This is an optimization exercise on Yosys and OpenROAD, whose aim is small area, not a production implementation.
Only simulation tests tie the RTL to the original design; equivalence was not proved.
Power is estimated from default activity; no workload was simulated.

--- flow/flow/run.sh ---
#!/bin/bash
# Standard ORFS layout, with three changes that only affect area:
#  - the combinational logic of the standard synthesis is re-mapped for area
#    (flow/remap.tcl; flip-flops, their cells and names are kept),
#  - ports get the smallest buffer (buf_1),
#  - the clock tree uses clkbuf_4 without dummy loads.
set -euo pipefail
export BUFFER_PORTS_ARGS="-buffer_cell sky130_fd_sc_hd__buf_1"
export CTS_ARGS="-sink_clustering_enable -repair_clock_nets -dont_use_dummy_load -buf_list sky130_fd_sc_hd__clkbuf_4 -sink_clustering_size 10 -sink_clustering_max_diameter 45"
RES="$PWD/orfs/results/$FLOW_PLATFORM/tbacc/base"
bash standard.sh synth > synth.log 2>&1
cp "$RES/1_2_yosys.v" 1_2_yosys.standard.v
REMAP_LIB="$FLOW_HOME/platforms/$FLOW_PLATFORM/lib/sky130_fd_sc_hd__tt_025C_1v80.lib" \
REMAP_ABC="$PWD/flow/area.abc" REMAP_NET="$RES/1_2_yosys.v" yosys -c flow/remap.tcl > remap.log 2>&1
rm -f "$RES/1_synth.odb"
bash standard.sh > standard.log 2>&1
--- flow/flow/area.abc ---
strash
&get -n
&deepsyn -T 120
&put
dch
amap -A 10 -F 2
topo
--- flow/flow/remap.tcl ---
# Re-map the combinational logic of the standard synthesis for area.
# The flip-flops (their cells and instance names) are kept as they are.
set lib $::env(REMAP_LIB)
set net $::env(REMAP_NET)
yosys read_verilog $net
yosys read_liberty -ignore_miss_func $lib
yosys hierarchy -top tbacc
set ffs [list]
foreach c [split [string trim [exec grep -o {sky130_fd_sc_hd__[a-z0-9_]*} $net | sort -u]] "\n"] {
  if {[regexp {__(df|edf|sdf|dl)} $c]} { lappend ffs $c }
}
yosys setattr -mod -set blackbox 1 {*}$ffs
yosys flatten
yosys rename -hide w:*.*
yosys opt_clean
yosys opt -full
yosys abc -script $::env(REMAP_ABC) -liberty $lib -dont_use *lpflow* -dont_use *probe*
yosys opt_clean -purge
yosys hilomap -singleton -hicell sky130_fd_sc_hd__conb_1 HI -locell sky130_fd_sc_hd__conb_1 LO
yosys insbuf -buf sky130_fd_sc_hd__buf_1 A X
yosys splitnets
yosys opt_clean -purge
yosys read_liberty -lib $lib
yosys tee -o remap_stat.txt stat -liberty $lib
yosys check -assert -mapped
yosys write_verilog -noattr -nohex -nodec $net
--- flow/standard.sh ---
#!/bin/bash
# synth_recipe.tcl (not shown) runs the flow's synth.tcl, then flattens the netlist and writes it again
# the make line also repeats each setting of config.mk as NAME=value (left out here)
make -C /OpenROAD-flow-scripts/flow DESIGN_CONFIG=/design/flow/config.mk WORK_HOME=/design/flow/orfs CLKGATE_MAP_FILE= SYNTH_SCRIPT=/design/flow/synth_recipe.tcl "${@:-finish}"
--- flow/config.mk ---
export PLATFORM = sky130hd
export DESIGN_NAME = tbacc
export DESIGN_NICKNAME = tbacc
export VERILOG_FILES = /design/flow/design.v
export SDC_FILE = /design/flow/constraint.sdc
export NUM_CORES = 4
export LEC_CHECK = 0
export ABC_AREA = 1
export CAP_MARGIN = 20
export CORE_MARGIN = 2
export CORE_UTILIZATION = 70
export PLACE_DENSITY = 0.85
export SLEW_MARGIN = 20
--- flow/constraint.sdc ---
create_clock -name core_clock -period 12.5 [get_ports {clk}]
set_input_delay 2.5000 -clock core_clock [delete_from_list [all_inputs] [get_ports {clk}]]
set_output_delay 2.5000 -clock core_clock [all_outputs]
set_load 0.01 [all_outputs]
--- flow/design.v ---
module tbacc (
    input  wire         clk,
    input  wire         rst,
    input  wire         cmd_valid,
    output wire         cmd_ready,
    input  wire [7:0]   cmd_op,
    input  wire [63:0]  cmd_a,
    input  wire [63:0]  cmd_b,
    output wire         rsp_valid,
    output wire [7:0]   rsp_status,
    output wire [63:0]  rsp_data,
    output wire         mem_req,
    output wire         mem_wide,
    output wire [31:0]  mem_addr,
    input  wire         mem_ack,
    input  wire [63:0]  mem_rdata,
    input  wire         mem_err,
    output wire [63:0]  value_o,
    output wire [15:0]  status_o
);
    localparam [63:0] K0 = 64'h736f6d6570736575;
    localparam [63:0] K1 = 64'h646f72616e646f6d;
    localparam [63:0] K2 = 64'h6c7967656e657261;
    localparam [63:0] K3 = 64'h7465646279746573;
    localparam [3:0] S_IDLE   = 4'd0,
                     S_PREP   = 4'd1,
                     S_RESP   = 4'd2,
                     S_VCLR   = 4'd3,
                     S_APP    = 4'd4,
                     S_VPASS  = 4'd5,
                     S_ROUND  = 4'd6,
                     S_DIGEST = 4'd7,
                     S_WZERO  = 4'd8,
                     S_GSEL   = 4'd9,
                     S_RSUB   = 4'd10,
                     S_RDREQ  = 4'd12,
                     S_CW     = 4'd13,
                     S_CINC   = 4'd14;
    reg [3:0]  st;
    reg [4:0]  ph;
    reg [3:0]  t4;          
    reg [63:0] v0, v1, v2, v3;
    reg [63:0] val;
    reg [63:0] w;
    reg [31:0] cur;
    reg [31:0] rem;
    reg [1:0]  f;           
    reg        is_fin;      
    reg [4:0]  wph;         
    reg [2:0]  q;           
    reg [1:0]  rnd;         
    reg        fin;         
    reg        bytes;       
    reg        wide;        
    reg [2:0]  cr;          
    reg [3:0]  nr;          
    reg        c0, c2;      
    reg        cc;          
    reg        snz;         
    reg        bi;          
    reg [1:0]  hx;          
    reg [1:0]  h3a, h3b;    
    wire at31 = (ph == 5'd31);
    wire at15 = (t4 == 4'd15);
    wire op_init  = (cmd_op == 8'h01);
    wire op_c8    = (cmd_op == 8'h10);
    wire op_c16   = (cmd_op == 8'h11);
    wire op_c32   = (cmd_op == 8'h12);
    wire op_c64   = (cmd_op == 8'h13) || (cmd_op == 8'h14);
    wire op_comb  = op_c8 | op_c16 | op_c32 | op_c64;
    wire op_bytes = (cmd_op == 8'h18);
    wire op_final = (cmd_op == 8'h20);
    wire op_legal = op_init | op_comb | op_bytes | op_final;
    wire [3:0] op_n = op_c8 ? 4'd1 : op_c16 ? 4'd2 : op_c32 ? 4'd4 : 4'd8;
    wire [1:0] sb = cmd_b[{ph, 1'b0} +: 2];
    wire in_round = (st == S_ROUND);
    wire q0 = (q == 3'd0), q1 = (q == 3'd1), q2 = (q == 3'd2),
         q3 = (q == 3'd3), q4 = (q == 3'd4);
    wire ph0 = (ph == 5'd0);
    wire ph_ge2  = (ph >= 5'd2);
    wire ph_ge17 = (ph >= 5'd17);
    wire rA = in_round & q0;                                    
    wire rB = in_round & ((q0 & !ph0) | (q1 & ph0));            
    wire rC = in_round & ((q1 & !ph0) | (q2 & ph0));            
    wire rD = in_round & ((q1 & ph_ge2) | (q2 & !ph_ge2));      
    wire rE = in_round & ((q2 & !ph0) | (q3 & ph0));            
    wire rF = in_round & ((q2 & ph_ge17) | (q3 & !ph_ge17));    
    wire rG = in_round & ((q3 & !ph0) | (q4 & ph0));            
    wire rH = in_round & ((q3 & ph_ge17) | (q4 & !ph_ge17));    
    wire round_end = in_round & q4 & (ph == 5'd16);
    wire m_en = !fin | (rnd == 2'd0);
    wire mfin = fin & (rnd == 2'd0);
    wire ffin = fin & (rnd == 2'd1);
    wire [1:0] ve = val[1:0];
    wire [1:0] we = w[1:0];
    wire [4:0] kk = rH ? (ph + 5'd15) : ph;     
    wire [3:0] csum = {1'b0, cr} + nr;
    wire       ov = csum[3];
    wire [2:0] c2n = csum[2:0];
    wire [1:0] mdig = (mfin | (kk[4:2] < cr)) ? ve : we;
    reg  [1:0] vnew;
    reg        cv_n;
    always @(*) begin
        cv_n = cc;
        if (st == S_VCLR) begin
            vnew = 2'b00;
        end else if (kk < 5'd28) begin
            if ((kk[4:2] < cr) && !ov)
                vnew = ve;
            else if (kk[4:2] < c2n)
                vnew = we;
            else
                vnew = 2'b00;
        end else begin
            {cv_n, vnew} = {1'b0, ve}
                         + {1'b0, (kk == 5'd28) ? nr[1:0] : (kk == 5'd29) ? nr[3:2] : 2'b00}
                         + {2'b00, (kk == 5'd28) ? 1'b0 : cc};
        end
    end
    wire [1:0] ma = (rA & m_en) ? mdig : 2'b00;
    wire [1:0] a0 = rB ? hx : v0[1:0];
    wire [1:0] b0 = rB ? v1[63:62] : v3[18:17];
    wire       c0i = ((q0 & (ph == 5'd1)) | (q2 & (ph == 5'd17))) ? 1'b0 : c0;
    wire [2:0] s0 = {1'b0, a0} + {1'b0, b0} + {2'b00, c0i};
    wire [1:0] ffd = (ffin & (ph < 5'd4)) ? 2'b11 : 2'b00;
    wire [1:0] a2 = rA ? (v2[1:0] ^ ffd) : hx;
    wire [1:0] b2 = rA ? (v3[1:0] ^ ma) : v1[50:49];
    wire       c2i = ((q0 & ph0) | (q2 & (ph == 5'd1))) ? 1'b0 : c2;
    wire [2:0] s2 = {1'b0, a2} + {1'b0, b2} + {2'b00, c2i};
    wire init_b = (st == S_PREP) & op_init;      
    wire init_a = (st == S_VCLR);                
    wire [1:0] k0d = K0[{ph, 1'b0} +: 2];
    wire [1:0] k1d = K1[{ph, 1'b0} +: 2];
    wire [1:0] k2d = K2[{ph, 1'b0} +: 2];
    wire [1:0] k3d = K3[{ph, 1'b0} +: 2];
    wire [1:0] v0in = init_a ? (we ^ k0d) :
                      (rB | rF) ? s0[1:0] :
                      (rH & m_en) ? (v0[1:0] ^ mdig) : v0[1:0];
    wire [1:0] v1in = init_b ? (sb ^ k1d) :
                      rC ? (v1[1:0] ^ v0[16:15]) :
                      rG ? (v1[1:0] ^ v2[33:32]) : v1[1:0];
    wire [1:0] v2in = init_a ? (we ^ k2d) :
                      (rA | rE) ? s2[1:0] : v2[1:0];
    wire [1:0] v3in = init_b ? (sb ^ k3d) :
                      rA ? (v3[1:0] ^ ma) :
                      rD ? ({h3a[0], h3b[1]} ^ v2[14:13]) :
                      rH ? (h3b ^ v0[1:0]) : v3[1:0];
    always @(posedge clk) begin
        v0 <= {v0in, v0[63:2]};
        v1 <= {v1in, v1[63:2]};
        v2 <= {v2in, v2[63:2]};
        v3 <= {v3in, v3[63:2]};
        hx <= q[1] ? v2[1:0] : v0[1:0];
        h3a <= v3[1:0];
        h3b <= h3a;
        c0 <= s0[2];
        c2 <= s2[2];
    end
    wire val_one  = (st == S_DIGEST) & at31;
    wire val_rot  = (in_round & m_en & (rA | rH)) | (st == S_VPASS) | (st == S_VCLR);
    wire val_wr   = (in_round & rH & !mfin) | (st == S_VPASS) | (st == S_VCLR);
    wire [1:0] vin = val_wr ? vnew : ve;
    always @(posedge clk) begin
        if (rst | val_one)
            val <= 64'd1;
        else if (val_rot)
            val <= {vin, val[63:2]};
    end
    wire w_lda = (st == S_PREP) & at31 & (f == 2'd0) &
                 (op_init | (!is_fin & (op_comb | op_bytes)));
    wire w_ld  = (st == S_RDREQ) & mem_ack & !mem_err;
    wire w_ldw = w_ld & wide;
    wire [4:0] wtgt_app = {3'd0 - cr, 2'b00};
    wire w_rot = (st == S_PREP) | (st == S_VCLR) | ((st == S_CINC) & bi) |
                 (in_round & m_en & !mfin & (rA | rH)) |
                 (st == S_VPASS) | (st == S_DIGEST) | (st == S_WZERO) |
                 ((st == S_APP) & (wph != wtgt_app)) |
                 ((st == S_CINC) & !wide & (k16 < 4'd3));
    wire [1:0] win = (st == S_DIGEST) ? (v0[1:0] ^ v1[1:0] ^ v2[1:0] ^ v3[1:0]) :
                     (rH | (st == S_PREP) | (st == S_VCLR) | (st == S_VPASS) |
                      (st == S_WZERO) | ((st == S_CINC) & bi) | w_ldw) ? 2'b00 : we;
    wire [63:0] wld = ({{56{w_ldw}}, {8{w_ld}}} & mem_rdata) | ({64{w_lda}} & cmd_a);
    always @(posedge clk) begin
        if (w_rot | w_ld | w_lda)
            w <= {win, w[63:2]} | wld;
    end
    wire [3:0] k16 = t4;
    wire cur_rot = (st == S_CINC);
    wire [1:0] incd = (k16 == 4'd0) ? {1'b0, !wide} : (k16 == 4'd1) ? {wide, 1'b0} : 2'b00;
    wire       cci  = (k16 == 4'd0) ? 1'b0 : cc;
    wire [2:0] cinc = {1'b0, cur[1:0]} + {1'b0, incd} + {2'b00, cci};
    wire [1:0] cin  = bi ? we : cinc[1:0];
    wire [1:0] gd   = (k16 == 4'd0) ? g_n[1:0] : (k16 == 4'd1) ? nr[3:2] : 2'b00;
    wire [2:0] rsub = {1'b0, rem[1:0]} - {1'b0, gd} - {2'b00, cci};
    wire [2:0] rsum = {1'b0, we} + {1'b0, rem[1:0]} + {2'b00, cci};
    wire rem_wr = ((st == S_PREP) & !ph[4]) | (st == S_RSUB) |
                  ((st == S_GSEL) & (k16 == 4'd0) & !g_done);
    wire [1:0] rin  = (st == S_PREP) ? sb : rsub[1:0];
    always @(posedge clk) begin
        if (cur_rot) cur <= {cin, cur[31:2]};
        rem <= {rem_wr ? rin : rem[1:0], rem[31:2]};
        if (val_rot) begin
            cc  <= cv_n;
        end else if (st == S_CINC) begin
            cc  <= bi ? rsum[2] : cinc[2];
            snz <= (k16 == 4'd0) ? (rsum[1:0] != 2'b00) : (snz | (rsum[1:0] != 2'b00));
        end else if ((st == S_GSEL) | (st == S_RSUB)) begin
            cc <= rsub[2];
        end
    end
    wire [2:0] rlo   = rem[2:0];
    wire       rhinz = (rem[31:3] != 29'd0);
    wire [2:0] clo = cur[2:0];
    wire [3:0] k8  = 4'd8 - {1'b0, clo};
    wire       g_wide = (clo == 3'd0) & rhinz;
    wire [3:0] g_n = g_wide ? 4'd8 :
                     (rhinz | ({1'b0, rlo} >= k8)) ? k8 : {1'b0, rlo};
    wire       g_done = !rhinz & (rlo == 3'd0);
    always @(posedge clk) begin
        if (rst) begin
            st     <= S_IDLE;
            ph     <= 5'd0;
            t4     <= 4'd0;
            f      <= 2'd0;
            is_fin <= 1'b1;
        end else begin
            ph <= ph + (round_end ? 5'd16 : 5'd1);
            t4 <= (st == S_IDLE) ? 4'd0 : t4 + 4'd1;
            case (st)
                S_IDLE: if (cmd_valid && at31) st <= S_PREP;
                S_PREP: if (at31) begin
                    fin   <= 1'b0;
                    bytes <= 1'b0;
                    bi    <= 1'b0;
                    if (f != 2'd0) begin
                        st <= S_RESP;
                    end else if (!op_legal) begin
                        f  <= 2'd2;
                        st <= S_RESP;
                    end else if (op_init) begin
                        is_fin <= 1'b0;
                        st     <= S_VCLR;
                    end else if (is_fin) begin
                        f  <= 2'd1;
                        st <= S_RESP;
                    end else if (op_bytes) begin
                        bytes <= 1'b1;
                        bi    <= 1'b1;
                        st    <= S_CW;
                    end else if (op_final) begin
                        is_fin <= 1'b1;
                        fin    <= 1'b1;
                        rnd    <= 2'd0;
                        q      <= 3'd0;
                        st     <= S_ROUND;
                    end else begin
                        cr <= val[58:56];
                        nr <= op_n;
                        st <= S_APP;
                    end
                end
                S_RESP: st <= S_IDLE;
                S_VCLR: if (at31) st <= S_RESP;
                S_APP: if ((wph == wtgt_app) && at31) begin
                    q  <= 3'd0;
                    st <= ov ? S_ROUND : S_VPASS;
                end
                S_VPASS: if (at31) st <= bytes ? S_GSEL : S_RESP;
                S_ROUND: begin
                    if (at31) q <= q + 3'd1;
                    if (round_end) begin
                        q <= 3'd0;
                        if (fin) begin
                            if (rnd == 2'd3) st <= S_DIGEST;
                            rnd <= rnd + 2'd1;
                        end else begin
                            st <= bytes ? S_GSEL : S_RESP;
                        end
                    end
                end
                S_DIGEST: if (at31) st <= S_RESP;
                S_WZERO: if (wph == 5'd31) begin
                    bi <= 1'b0;
                    if (bi & !(cc & snz)) begin
                        st <= S_GSEL;
                    end else begin
                        if (bi) f <= 2'd2;
                        st <= S_RESP;
                    end
                end
                S_GSEL: if (k16 == 4'd0) begin
                    if (g_done) begin
                        st <= S_RESP;
                    end else begin
                        nr   <= g_n;
                        wide <= g_wide;
                        st   <= S_RSUB;
                    end
                end
                S_RSUB: if (at15) st <= S_RDREQ;
                S_RDREQ: if (mem_ack) begin
                    if (mem_err) begin
                        f  <= 2'd3;
                        st <= S_WZERO;
                    end else begin
                        st <= S_CW;
                    end
                end
                S_CW: if (at15) st <= S_CINC;
                S_CINC: if (at15) begin
                    if (bi) begin
                        st <= S_WZERO;
                    end else if (wide || (wph[4:2] == nr[2:0] - 3'd1)) begin
                        cr <= val[58:56];
                        st <= S_APP;
                    end else begin
                        st <= S_RDREQ;
                    end
                end
                default: st <= S_IDLE;
            endcase
        end
    end
    always @(posedge clk) begin
        if ((st == S_PREP) || ((st == S_RDREQ) && mem_ack && (mem_err || wide)))
            wph <= 5'd0;
        else if (st == S_GSEL)
            wph <= 5'd31;       
        else if (w_rot | w_ld)
            wph <= wph + 5'd1;
    end
    wire [7:0] fcode = {5'd0, f == 2'd3, f == 2'd2, f[0] ^ f[1]};
    assign cmd_ready  = (st == S_PREP) & at31;
    assign rsp_valid  = (st == S_RESP);
    assign rsp_status = fcode;
    assign rsp_data   = w;
    assign mem_req    = (st == S_RDREQ);
    assign mem_wide   = wide;
    assign mem_addr   = cur;
    assign value_o    = val;
    assign status_o   = {fcode, 6'd0, (f != 2'd0), is_fin};
endmodule
==> notes.md, run 1 <==
- Status: complete, no violations
- Rel. slew slack: 28.1%
- Final Util: between 80% and 90%
- Min Tclk post-route: 6.33 ns
- Die ar.: 23,700 um2
- Vias in the first global route: between 10,000 and 15,000
- Worst Setup End Kind: output port
- Final setup fails: 0
- Ports: 393
- CP bufs+invs: 4
- Critical path depth: 9
- I/O Buffers: 376
- Pin count of the biggest net entering global routing: 67
- Clock-pin slew on the worst setup and hold paths: around 0.11 ns
- Starting density of the core: a little under three quarters
- Most common cell after layout, fill and taps aside: dfxtp_1
- Hold Crit Depth: 0
- Kind of critical path: reg2out
- Setup repair bufs after CTS: 0
- Worst path max stage delay: 0.71 ns
- Placer Congestion: roughly 0.96
- Post-place setup slack: 6.89 ns
- Wirelength per Cell: about 23 um
- Crit path cell chain: clkinv_1, nor2_1, clkinv_1, nor2_1, nand2_1, nor2_1, clkinv_1, nor2_1, buf_1
- Fraction of layout cells with a size suffix above 1: between 3 and 4%
- Global route total overflow: 0
- CTS tree: built
- Post_cts resized: 0
- Die Width: 154 um
- Post-Syn Area per Cell: between 10 and 15 um2
- CTS H-tree lvls: 2
- Slew @ Worst Pin: 1.08 ns
- Crit-path max FO: 13
- Fin crit share: 50.7%
- Reg2reg path depth: 22
- Final Slew Violations: 0
- Commonest cells after routing, fill and taps aside: dfxtp_1, buf_1, clkinv_1, nor2_1, edfxtp_1
- Final Hold Vio Count: 0
- Clk latency of the worst-skew pair: 0.74 ns
- Setup_tns: 0 ns
- CTS buffer count: 57
- Gr usage total: 40.0%
- Initial DRT Pass Iterations: 7
- Final HPWL DP: approximately 33,000 um
- CP max-delay cell: nor2_1
- # DRC: 0
- Hold Crit Class: reg2reg
- Post-Route WL: 48,000 um
- Iter 0 DRT Violations: 1,734
- Area of the mapped netlist: 15,800 um2
- Data arrival, critical path: 3.83 ns
- Initial antenna violation count: 3
- Final setup margin: 6.17 ns
- Final antenna-violating net count: 0
- Clock buffer depth: 3
- Peak Freq: 0.158 GHz
- Chip height: 154 um
- Max-cap violation count: 0
- Final #Nets: 1,998
- Rows: 54
- PwrDens: between 150 and 200 nW/um2
- Worst setup SP type: register
- Cells after Synth: ~1,400
- Vias per std cell: 6.30
- Critical path's most frequent cell: nor2_1
- Max VDD drop: roughly 0.14 mV
- Worst EP required: 10.00 ns
- Clock root cell: clkbuf_4
- Total number of vias: 13,100
- RSZ-0062 raised after global routing: false
- Delay-heaviest family, CP: simple AND/OR/NAND/NOR gates
- Area Overhead vs Synth: 14.5%
- First-pass GRT wire length: 72,600 um
- Ys Warns: 1
- Hold_buf cts: 0
- Lkg Pwr: 6.26 nW
- Core Area: 22,000 um2
- Clk_skew: 0.0903 ns
- Clk sinks: 495
through the flow:
stage	cell area [um2]	cells	hold slack [ns]	power (mW)
after floorplan	15800	1371	0.310	2.04
after global placement	17600	2014	0.310	2.16
after detailed placement	17600	2014	0.312	2.18
after CTS	18000	2071	0.257	2.84
after global routing	18000	2073	0.236	2.94
final	18000	2077	0.273	2.85
worst paths after layout:
path	end	slack, ns	start
setup / recovery	cmd_ready	6.17	ph[0]$_SDFF_PP0_
hold / removal	v2[61]$_DFF_P_	0.27	v2[63]$_DFF_P_
setup reg to reg	v2[63]$_DFF_P_	6.64	ph[1]$_SDFF_PP0_
hold reg to reg	v2[61]$_DFF_P_	0.27	v2[63]$_DFF_P_
registers in the layout (all words and copies together), names as in the netlist, 4 cells and up:
register and cells:
nr 4, st 4, wph 5, v1 64, w 64, rem 32
v0 64, cur 32, v3 64, ph 5, t4 4, val 64
v2 64
worst reg2reg max path, cell delays in order (launching register included):
cell	delay [ns]
dfxtp_1	0.39
clkinv_1	0.17
nand2_1	0.14
nor2_1	0.67
clkinv_1	0.30
o21ai_0	0.40
clkinv_1	0.15
o22ai_1	0.62
nor2_1	0.19
a2111oi_0	0.45
a221oi_1	0.09
a21oi_1	0.18
or2_0	0.20
nand2_1	0.10
o22ai_1	0.23
clkinv_1	0.12
o221ai_1	0.26
o21ai_0	0.20
o21ai_0	0.35
nor2_1	0.09
a21oi_1	0.12
nor2_1	0.05
a2111oi_0	0.26
layer usage:
metal	global-route usage [%]	wire, um
met4	23.4	3090
met3	14.2	5200
met5	0	0
met2	64.2	22400
met1	46.6	17400
layout make-up:
class	instances	area, um2
repair buffers	383	1460
multi-input cells	684	4090
fillers	1201	3920
inverters	172	646
clock buffers	57	428
diodes	6	15.0
well taps	280	350
flip-flops and latches	495	11100
power by group:
part | total (mW) | leakage [nW] | internal, mW | switching, mW
registers | 1.83 | 4.12 | 1.75 | 0.0767
logic | 0.335 | 1.87 | 0.115 | 0.220
clock network | 0.685 | 0.262 | 0.209 | 0.475
==> run 2, diff against run 1 <==
--- a/flow/flow/run.sh
+++ b/flow/flow/run.sh
@@ -7,5 +7,5 @@
 set -euo pipefail
 export BUFFER_PORTS_ARGS="-buffer_cell sky130_fd_sc_hd__buf_1"
-export CTS_ARGS="-sink_clustering_enable -repair_clock_nets -dont_use_dummy_load -buf_list sky130_fd_sc_hd__clkbuf_4 -sink_clustering_size 10 -sink_clustering_max_diameter 45"
+export CTS_ARGS="-sink_clustering_enable -repair_clock_nets -dont_use_dummy_load -buf_list sky130_fd_sc_hd__clkbuf_4 -sink_clustering_size 12 -sink_clustering_max_diameter 35"
 RES="$PWD/orfs/results/$FLOW_PLATFORM/tbacc/base"
 bash standard.sh synth > synth.log 2>&1
==> flow/flow/area.abc (replaced) <==
strash
&get -n
&deepsyn -T 90
&put
dch
amap -A 10 -F 2
topo
--- a/flow/config.mk
+++ b/flow/config.mk
@@ -9,5 +9,5 @@
 export CAP_MARGIN = 20
 export CORE_MARGIN = 2
-export CORE_UTILIZATION = 70
-export PLACE_DENSITY = 0.85
+export CORE_UTILIZATION = 65
+export PLACE_DENSITY = 0.8
 export SLEW_MARGIN = 20
==> run 2 against run 1 <==
  * Sequential power hardly changed
  * Largest cell class unchanged
  * Sequential share of layout area is 0.13 points lower
  * Cell count is 1.6% higher
  * First-iteration DRC count is 7.3% lower
  * Cell area is 0.21% higher
  * Critical path type unchanged
  * Fmax is 0.68% lower
  * Critical endpoint unchanged
  * Largest power group unchanged
  * Wire length is 9.3% lower
  * Worst setup slack worse by 0.043 ns
==> notes.md, run 2 <==
- Peak Freq: 0.157 GHz
- Final #Nets: 1,996
- Post_cts resized: 0
- Commonest cells after routing, fill and taps aside: dfxtp_1, buf_1, clkinv_1, nor2_1, edfxtp_1
- Clk sinks: 495
- Net Sw Frac: around a quarter
- Clk pwr share: a little under a quarter
- Total number of vias: 12,700
- Kind of critical path: reg2out
- Data arrival, critical path: between 3 and 4 ns
- PwrDens: 155 nW/um2
- Combinational group share of total power: 11.6%
- Setup repair bufs after CTS: 0
- Critical path's most frequent cell: nor2_1
- Final setup fails: 0
- Placer Congestion: 1.00
- Fraction of layout cells with a size suffix above 1: 3.80%
- CP max-delay cell: nor2_1
- Wirelength per Cell: just over 20 um
- Setup slack, reg-to-reg: ~6.7 ns
- Clock-pin slew on the worst setup and hold paths: roughly 0.12 ns
- First-pass GRT wire length: around 66,000 um
- Initial antenna violation count: 2
- CTS tree: built
- Final HPWL DP: 32,100 um
- Iter 0 DRT Violations: 1,608
- Die ar.: 25,500 um2
- Final Slew Violations: 0
- Delay-heaviest family, CP: simple AND/OR/NAND/NOR gates
- Pin count of the biggest net entering global routing: 67
- Initial DRT Pass Iterations: 8
- CTS H-tree lvls: 2
- Rel. slew slack: a little under 30%
- Internal power component: between 2 and 2.5 mW
- Hold_buf cts: 0
- Hold Crit Class: reg2reg
- Max-cap violation count: 0
- DR top layer: met4
- Starting density of the core: 66.8%
- Ys Warns: 1
- # DRC: 0
- P_sw: 0.741 mW
- # fillers: between 1,500 and 2,000
- Chip height: around 160 um
- Slew @ Worst Pin: 1.05 ns
- Worst Setup End Kind: output port
- Area of the mapped netlist: between 15,000 and 20,000 um2
- Global route total overflow: 0
- Core Area: 23,600 um2
- Worst EP required: 10.00 ns
- I/O Buffers: 376
- Gr usage total: 33.1%
- Crit-path max FO: 13
- Final hold slack: 0.253 ns
- Final Hold Vio Count: 0
- WL met1: 16,900 um
- Vias in the first global route: 12,300
- Lkg Pwr: 6.25 nW
- CP bufs+invs: 4
- Metal3 WL: ~4000 um
- Most common cell after layout, fill and taps aside: dfxtp_1
- Rows: 56
- Met2 WL: 20,900 um
- Clk_skew: 0.152 ns
- Vias per std cell: around 6
- Clock buffer depth: 3
- Max VDD drop: between 0.1 and 0.15 mV
- Final antenna-violating net count: 0
- Worst path max stage delay: 0.66 ns
- Post-Syn Area per Cell: 11.6 um2
- Status: complete, no violations
- Min Tclk post-route: 6.37 ns
- Cells after Synth: 1,356
- Clock root cell: clkbuf_4
- Setup_tns: 0 ns
- RSZ-0062 raised after global routing: false
- Post-Route WL: 43,600 um
- Ports: between 300 and 400
- Die Width: 160 um
- Crit path cell chain: clkinv_1, nor2_1, clkinv_1, nor2_1, nand2_1, nor2_1, clkinv_1, nor2_1, buf_1
- Worst setup SP type: register
- Area Overhead vs Synth: 14.7%
- CTS buffer count: 55
- Clk latency of the worst-skew pair: 0.76 ns
- Part of the power in registers: 65.0%
- Fin crit share: about half
[run 2: per-layer routing]
layer / track usage, % / vias up
li1: - / 5821
met1: 41.6 / 5942
met2: 55.5 / 785
met3: 6.94 / 144
met4: 14.6 / 0
met5: 0 / -
[run 2: cell type report]
cell class / instances / area [um2] / area share (%)
Inverter: 172 / 646 / 3.57
Clock buffer: 55 / 413 / 2.28
Multi-Input combinational cell: 684 / 4090 / 22.6
Timing Repair Buffer: 383 / 1480 / 8.17
Sequential cell: 495 / 11100 / 61.1
Tap cell: 319 / 399 / 2.21
Antenna cell: 3 / 7.51 / 0.0415
[run 2: metrics by stage]
stage	cell area [um2]	power (mW)	setup WS [ns]	std cells	util (%)
after floorplan	15800	2.04	4.81	1371	-
after global placement	17600	2.16	7.11	2052	74.7
after detailed placement	17600	2.18	6.90	2052	74.7
after CTS	18000	2.81	6.21	2107	76.4
after global routing	18100	2.91	5.82	2109	76.6
final	18100	2.81	6.13	2111	76.6
[run 2: path summary, 6_finish.rpt]
| path | start | end | cells after the start |
|---|---|---|---|
| min reg2reg | v2[48]$_DFF_P_ | v2[46]$_DFF_P_ | 0 |
| min | v2[48]$_DFF_P_ | v2[46]$_DFF_P_ | 0 |
| max | ph[0]$_SDFF_PP0_ | cmd_ready | 9 |
| max reg2reg | ph[1]$_SDFF_PP0_ | val[63]$_SDFFE_PP0P_ | 22 |
[run 2: power by group through the flow]
| stage | Sequential (mW) | Combinational (mW) | Clock, mW |
|---|---|---|---|
| final | 1.83 | 0.327 | 0.656 |
| after global routing | 1.83 | 0.354 | 0.723 |
| after CTS | 1.82 | 0.321 | 0.668 |
| after detailed placement | 1.86 | 0.319 | 0 |
| after global placement | 1.85 | 0.311 | 0 |
| after floorplan | 1.86 | 0.182 | 0 |

==> afterwards: timing with drivers on the ports <==
How much do the figures lean on ideal ports? The routed layouts below were timed once more, with nothing changed but the port constraints.
Step 1, drivers: a clkbuf_16 drives clk and a buf_2 each remaining input, both assumed.
Step 2 times the ports against the registers' clock, not the clock port: input delays grow and output delays shrink by t, the midpoint of the rising clock arrivals with the driver on.
Slacks: no drivers / after step 1 / after step 2; pairs: no drivers / after step 1.
| run | t, ns | slack for setup (ns) | latest minus earliest clock arrival (ns) | slew at the worst register clock pin (ns) |
|---|---|---|---|---|
| run 1 | 0.750 | 6.168 / 6.118 / 6.635 | 0.099 / 0.099 | 0.12 / 0.12 |
| run 2 | 0.732 | 6.125 / 6.077 / 6.687 | 0.152 / 0.151 | 0.12 / 0.12 |
After both steps every run listed still meets setup and hold.
